Background: an optimization exercise with open tools, aiming at a short achievable clock period and few clock cycles. Do not read the settings as production practice.
Only simulation tests tie the RTL to the original design; equivalence was not proved.

==> inputs of run M <==
==> flow/design.v (excerpt) <==
module sht1x_engine (
    input  wire        clk,
    input  wire        rst,           
    input  wire        req_valid,
    input  wire [15:0] req_word,
    output wire        busy,
    output reg         done,
    output reg  [2:0]  rsp_err,
    output reg  [15:0] rsp_val,
    output reg         ev_valid,
    output reg  [1:0]  ev_kind,
    output reg         ev_pin,
    output reg         ev_val,
    output reg  [1:0]  ev_sleep,
    input  wire        ev_ready,
    input  wire        data_in
);
==> flow/config.mk <==
export PLATFORM = sky130hd
export DESIGN_NAME = sht1x_engine
export DESIGN_NICKNAME = sht1x_engine
export VERILOG_FILES = /design/flow/design.v
export SDC_FILE = /design/flow/constraint.sdc
export NUM_CORES = 4
export LEC_CHECK = 0
export ABC_CLOCK_PERIOD_IN_PS = 1500
export CAP_MARGIN = 20
export CORE_MARGIN = 2
export CORE_UTILIZATION = 40
export PLACE_DENSITY = 0.6
export SLEW_MARGIN = 20
export SYNTH_HIERARCHICAL = 1
==> flow/constraint.sdc <==
create_clock -name core_clock -period 10.0 [get_ports {clk}]
set_input_delay 2.0000 -clock core_clock [delete_from_list [all_inputs] [get_ports {clk}]]
set_output_delay 2.0000 -clock core_clock [all_outputs]
set_load 0.01 [all_outputs]
standard.sh (not shown) runs the stock make flow with config.mk's settings and CLKGATE_MAP_FILE= SYNTH_SCRIPT=/design/flow/synth_recipe.tcl, a recipe that flattens the netlist after the stock synthesis.
==> flow/flow/run.sh <==
#!/bin/bash
set -euo pipefail
MARGIN=${MARGIN:-7.5}
bash standard.sh synth > flow_synth.log 2>&1
bash standard.sh SETUP_SLACK_MARGIN=$MARGIN finish > flow_layout.log 2>&1
test -s out/final.def
==> run D: changes against run M <==
--- a/flow/design.v
+++ b/flow/design.v
@@ -155,12 +155,22 @@
     reg [11:0] ph;
     reg [6:0]  pr;
     reg [3:0]  cnt;
     reg        ack;
     reg [7:0]  sbyte;
+    reg        idle_i, evn_i, evp_i, evv_i;
+    reg  [1:0] evk_i, evs_i;
     assign busy = busy_r;
-    wire fire = ev_valid & ev_ready;
+    wire fire = ~evn_i & ev_ready;
+    reg        in_dec;       
+    reg        skip_q;       
+    reg  [7:0] t_acc, t_einfo;
+    reg  [3:0] t_cfg;
+    reg        t_own;
+    reg  [2:0] t_err;
+    wire match = (req_word == {opc, imm});
+    wire skip  = idle_i & req_valid & ~skip_q & match;
     wire [11:0] a_ph;
     wire [3:0]  a_cnt;
     wire        a_ack, a_last, a_pin, a_val;
     wire [7:0]  a_sbyte;
     wire [1:0]  a_kind, a_sleep;
@@ -202,11 +212,11 @@
                 .ac_settle(ac_settle), .ac_byte(ac_byte), .cmd_byte(cmd_byte),
                 .fail_op(fail_op), .polls(polls), .p35(p35), .crc_bad(crc_bad),
                 .wide(wide), .cs(cs),
                 .sr(sr), .acc(acc), .cmd(cmd), .dat(dat), .crx(crx), .cfg(cfg),
                 .own(own), .stale(stale), .err(err), .einfo(einfo), .fsm(fsm), .pins(pins),
-                .ev_kind(ev_kind), .ev_pin(ev_pin), .ev_val(ev_val),
+                .ev_kind(~evk_i), .ev_pin(~evp_i), .ev_val(~evv_i),
                 .a_ph(a_ph), .a_cnt(a_cnt), .a_ack(a_ack), .a_sbyte(a_sbyte), .a_last(a_last),
                 .a_kind(a_kind), .a_pin(a_pin), .a_val(a_val), .a_sleep(a_sleep),
                 .pr(pr),
                 .done_n(f_done[g]), .busy_n(f_busy[g]), .rsp_err_n(f_rsp_err[g]),
                 .rsp_val_n(f_rsp_val[g]), .err_n(f_err[g]), .einfo_n(f_einfo[g]),
@@ -257,105 +267,137 @@
         .k_srread_n(d_k_srread), .k_sendb_n(d_k_sendb), .k_getb_n(d_k_getb),
         .ac_done_n(d_ac_done), .ac_rd_n(d_ac_rd), .ac_getb_n(d_ac_getb),
         .ac_sendb_n(d_ac_sendb), .ac_settle_n(d_ac_settle),
         .ev_valid_n(d_ev_valid), .ev_val_n(d_ev_val), .last_n(d_last), .pr_n(d_pr)
     );
+    reg        busy_nx, ev_valid_nx, ev_pin_nx, ev_val_nx;
+    reg  [1:0] ev_kind_nx, ev_sleep_nx;
+    always @(*) begin
+        busy_nx     = ~idle_i;
+        ev_valid_nx = ~evn_i;
+        ev_kind_nx  = ~evk_i;
+        ev_pin_nx   = ~evp_i;
+        ev_val_nx   = ~evv_i;
+        ev_sleep_nx = ~evs_i;
+        if (rst) begin
+            busy_nx     = 1'b0;
+            ev_valid_nx = 1'b0;
+            ev_kind_nx  = 2'd0;
+            ev_pin_nx   = 1'b0;
+            ev_val_nx   = 1'b0;
+            ev_sleep_nx = 2'd0;
+        end else if (idle_i) begin
+            if (req_valid) begin
+                busy_nx     = ~skip | d_busy;
+                ev_valid_nx = skip & d_ev_valid;
+                ev_kind_nx  = 2'd0;
+                ev_pin_nx   = 1'b1;
+                ev_val_nx   = d_ev_val;
+                ev_sleep_nx = 2'd0;
+            end
+        end else if (fire) begin
+            busy_nx     = data_in ? f_busy[1]     : f_busy[0];
+            ev_valid_nx = data_in ? f_ev_valid[1] : f_ev_valid[0];
+            ev_kind_nx  = data_in ? f_ev_kind[1]  : f_ev_kind[0];
+            ev_pin_nx   = data_in ? f_ev_pin[1]   : f_ev_pin[0];
+            ev_val_nx   = data_in ? f_ev_val[1]   : f_ev_val[0];
+            ev_sleep_nx = data_in ? f_ev_sleep[1] : f_ev_sleep[0];
+        end else if (in_dec) begin
+            busy_nx     = d_busy;
+            ev_valid_nx = d_ev_valid;
+            ev_kind_nx  = 2'd0;
+            ev_pin_nx   = 1'b1;
+            ev_val_nx   = d_ev_val;
+            ev_sleep_nx = 2'd0;
+        end
+    end
+    always @(posedge clk) begin
+        busy_r   <= busy_nx;
+        ev_valid <= ev_valid_nx;
+        ev_kind  <= ev_kind_nx;
+        ev_pin   <= ev_pin_nx;
+        ev_val   <= ev_val_nx;
+        ev_sleep <= ev_sleep_nx;
+        idle_i   <= ~busy_nx;
+        evn_i    <= ~ev_valid_nx;
+        evk_i    <= ~ev_kind_nx;
+        evp_i    <= ~ev_pin_nx;
+        evv_i    <= ~ev_val_nx;
+        evs_i    <= ~ev_sleep_nx;
+        done     <= ~rst & (idle_i ? (skip & d_done) :
+                                fire   ? (data_in ? f_done[1] : f_done[0]) : (in_dec & d_done));
+        in_dec   <= ~rst & idle_i & req_valid & ~skip;
+        skip_q   <= ~rst & skip;
+    end
     always @(posedge clk) begin
         if (rst) begin
             sr       <= 8'h00;
-            acc      <= 8'h00;
             cmd      <= 8'h00;
             dat      <= 16'h0000;
             crx      <= 8'h00;
-            cfg      <= 4'h0;
-            own      <= 1'b0;
             stale    <= 1'b0;
-            err      <= 3'd0;
-            einfo    <= 8'h00;
             fsm      <= 4'd0;
             pins     <= 4'h0;
-            busy_r   <= 1'b0;
-            done     <= 1'b0;
-            ev_valid <= 1'b0;
-            ev_kind  <= 2'd0;
-            ev_pin   <= 1'b0;
-            ev_val   <= 1'b0;
-            ev_sleep <= 2'd0;
-        end else if (!busy_r) begin
-            done     <= 1'b0;
-            if (req_valid)
-                busy_r <= 1'b1;
+        end else if (idle_i) begin
         end else if (fire) begin
             sr       <= f_sr[0];
-            acc      <= f_acc[0];
             cmd      <= f_cmd[0];
             dat      <= f_dat[0];
             crx      <= f_crx[0];
-            cfg      <= f_cfg[0];
-            own      <= f_own[0];
             stale    <= f_stale[0];
             pins     <= f_pins[0];
-            err      <= data_in ? f_err[1]      : f_err[0];
-            einfo    <= data_in ? f_einfo[1]    : f_einfo[0];
             fsm      <= data_in ? f_fsm[1]      : f_fsm[0];
-            busy_r   <= data_in ? f_busy[1]     : f_busy[0];
-            done     <= data_in ? f_done[1]     : f_done[0];
-            ev_valid <= data_in ? f_ev_valid[1] : f_ev_valid[0];
-            ev_kind  <= data_in ? f_ev_kind[1]  : f_ev_kind[0];
-            ev_pin   <= data_in ? f_ev_pin[1]   : f_ev_pin[0];
-            ev_val   <= data_in ? f_ev_val[1]   : f_ev_val[0];
-            ev_sleep <= data_in ? f_ev_sleep[1] : f_ev_sleep[0];
-        end else if (st[T_DEC]) begin
-            acc      <= d_acc;
-            cfg      <= d_cfg;
-            own      <= d_own;
-            err      <= d_err;
-            einfo    <= d_einfo;
-            busy_r   <= d_busy;
-            done     <= d_done;
-            ev_valid <= d_ev_valid;
-            ev_kind  <= 2'd0;
-            ev_pin   <= 1'b1;
-            ev_val   <= d_ev_val;
-            ev_sleep <= 2'd0;
         end
     end
     always @(posedge clk) begin
-        rsp_err <= st[T_DEC] ? d_rsp_err : data_in ? f_rsp_err[1] : f_rsp_err[0];
-        rsp_val <= st[T_DEC] ? d_rsp_val : data_in ? f_rsp_val[1] : f_rsp_val[0];
+        if (rst) begin
+            acc   <= 8'h00;
+            cfg   <= 4'h0;
+            own   <= 1'b0;
+            err   <= 3'd0;
+            einfo <= 8'h00;
+        end else if (skip_q) begin
+            acc   <= t_acc;
+            cfg   <= t_cfg;
+            own   <= t_own;
+            err   <= t_err;
+            einfo <= t_einfo;
+        end else if (idle_i) begin
+        end else if (fire) begin
+            acc   <= f_acc[0];
+            cfg   <= f_cfg[0];
+            own   <= f_own[0];
+            err   <= data_in ? f_err[1]   : f_err[0];
+            einfo <= data_in ? f_einfo[1] : f_einfo[0];
+        end else if (in_dec) begin
+            acc   <= d_acc;
+            cfg   <= d_cfg;
+            own   <= d_own;
+            err   <= d_err;
+            einfo <= d_einfo;
+        end
+        t_acc   <= d_acc;
+        t_cfg   <= d_cfg;
+        t_own   <= d_own;
+        t_err   <= d_err;
+        t_einfo <= d_einfo;
     end
     always @(posedge clk) begin
-        if (!busy_r) begin
-            if (req_valid) begin
-                opc     <= req_word[15:8];
-                imm     <= req_word[7:0];
-                q_oh    <= p_oh;
-                q_legal <= p_legal;
-                q_free  <= p_free;
-                q_unk   <= p_unk;
-                q_timm  <= p_timm;
-                q_rsel  <= p_rsel;
-                st    <= 21'd1 << T_DEC;
-                recov <= 1'b0;
-            end
-        end else if (fire) begin
-            cs       <= f_cs[0];
-            fail_op  <= f_fail_op[0];
-            recov    <= f_recov[0];
-            cmd_byte <= f_cmd_byte[0];
-            polls    <= f_polls[0];
-            p35      <= f_p35[0];
-            smp      <= data_in ? f_smp[1]      : f_smp[0];
-            rx       <= data_in ? f_rx[1]       : f_rx[0];
-            st       <= data_in ? f_st[1]       : f_st[0];
-            last     <= data_in ? f_last[1]     : f_last[0];
-            ph       <= data_in ? f_ph[1]       : f_ph[0];
-            pr       <= data_in ? f_pr[1]       : f_pr[0];
-            cnt      <= data_in ? f_cnt[1]      : f_cnt[0];
-            ack      <= data_in ? f_ack[1]      : f_ack[0];
-            sbyte    <= data_in ? f_sbyte[1]    : f_sbyte[0];
-        end else if (st[T_DEC]) begin
+        rsp_err <= (idle_i | in_dec) ? d_rsp_err : data_in ? f_rsp_err[1] : f_rsp_err[0];
+        rsp_val <= (idle_i | in_dec) ? d_rsp_val : data_in ? f_rsp_val[1] : f_rsp_val[0];
+    end
+    always @(posedge clk) begin
+        opc     <= req_word[15:8];
+        imm     <= req_word[7:0];
+        q_oh    <= p_oh;
+        q_legal <= p_legal;
+        q_free  <= p_free;
+        q_unk   <= p_unk;
+        q_timm  <= p_timm;
+        q_rsel  <= p_rsel;
+        if (idle_i | in_dec) begin
+            recov      <= 1'b0;
             st         <= d_st;
             cmd_byte   <= d_cmd_byte;
             ac_byte    <= d_ac_byte;
             wide       <= d_wide;
             cs         <= 2'd0;
@@ -374,10 +416,26 @@
             ph         <= 12'd1;
             pr         <= d_pr;
             cnt        <= 4'd0;
             ack        <= 1'b0;
             sbyte      <= imm;
+        end else if (fire) begin
+            cs       <= f_cs[0];
+            fail_op  <= f_fail_op[0];
+            recov    <= f_recov[0];
+            cmd_byte <= f_cmd_byte[0];
+            polls    <= f_polls[0];
+            p35      <= f_p35[0];
+            smp      <= data_in ? f_smp[1]      : f_smp[0];
+            rx       <= data_in ? f_rx[1]       : f_rx[0];
+            st       <= data_in ? f_st[1]       : f_st[0];
+            last     <= data_in ? f_last[1]     : f_last[0];
+            ph       <= data_in ? f_ph[1]       : f_ph[0];
+            pr       <= data_in ? f_pr[1]       : f_pr[0];
+            cnt      <= data_in ? f_cnt[1]      : f_cnt[0];
+            ack      <= data_in ? f_ack[1]      : f_ack[0];
+            sbyte    <= data_in ? f_sbyte[1]    : f_sbyte[0];
         end
         crc_bad <= ({acc[0], acc[1], acc[2], acc[3], acc[4], acc[5], acc[6], acc[7]} != crx);
     end
 endmodule
 module sht1x_pre (
==> run summary <==
Global-route wire length before repair: run D 107700 um; run M 102400 um
Worst setup skew after layout: run D 0.02798 ns; run M 0.03840 ns
Worst VDD drop: run D 0.1145 mV; run M 0.1209 mV
Number of antenna violations at the first check in global routing: run D 0; run M 2
WL met1: run D 30510 um; run M 28840 um
Worst-case hold path end point: run D ac_done; run M ev_sleep[1]
Reg2Reg Capture Point: run D einfo[4]; run M acc[1]
Vertical extent of the die: run D 223.8 um; run M 221.0 um
Inserted Clock Buffers: run D 37; run M 31
Worst Hold Launch: run D q_oh[20]; run M ev_sleep[1]
Core footprint: run D 47750 um^2; run M 46560 um^2
GR Layer Usage met3: run D 5.207%; run M 4.926%
Status: run D complete, no violations; run M complete, no violations
DR iter-0 viols: run D 2301; run M 2037
Final-layout clock-cell area share: run D 5.029%; run M 4.471%
Layout cells sized above 1: run D 28.66%; run M 23.28%
Testbench counts of run M, summed over its fixed seeds: cycles 328,989.
Testbench counts of run D, summed over its fixed seeds: cycles 327,133.

re-timing with driven ports:
In the flow no input, the clock included, has a driving cell. The finished layouts below were timed again as built, in two steps.
Step 1 assumes that a clkbuf_16 drives the clock port and a buf_2 every other input.
Step 2 moves the port delays by t, midway between the first and last clock arrival at a register: inputs arrive t later, outputs are due t later. That takes back most of the time a late clock gives input paths.
a / b / c = ideal / step 1 / step 2; a / b = the first two.
| run | t, ns | setup WS [ns] | worst hold slack (ns) | worst setup path after step 2 | worst data-port slew with drivers (ns) |
|---|---|---|---|---|---|
| run M | 0.645 | 6.918 / 6.864 / 6.602 | 0.473 / 0.473 / 0.473 | input to register | 0.20 |
| run D | 0.621 | 6.956 / 6.897 / 6.542 | 0.460 / 0.460 / 0.460 | input to register | 0.18 |
After both steps setup and hold are still met in every run listed. For run D, which loses most, drivers alone change the setup slack by -0.059 ns; drivers and shift together by -0.414 ns.
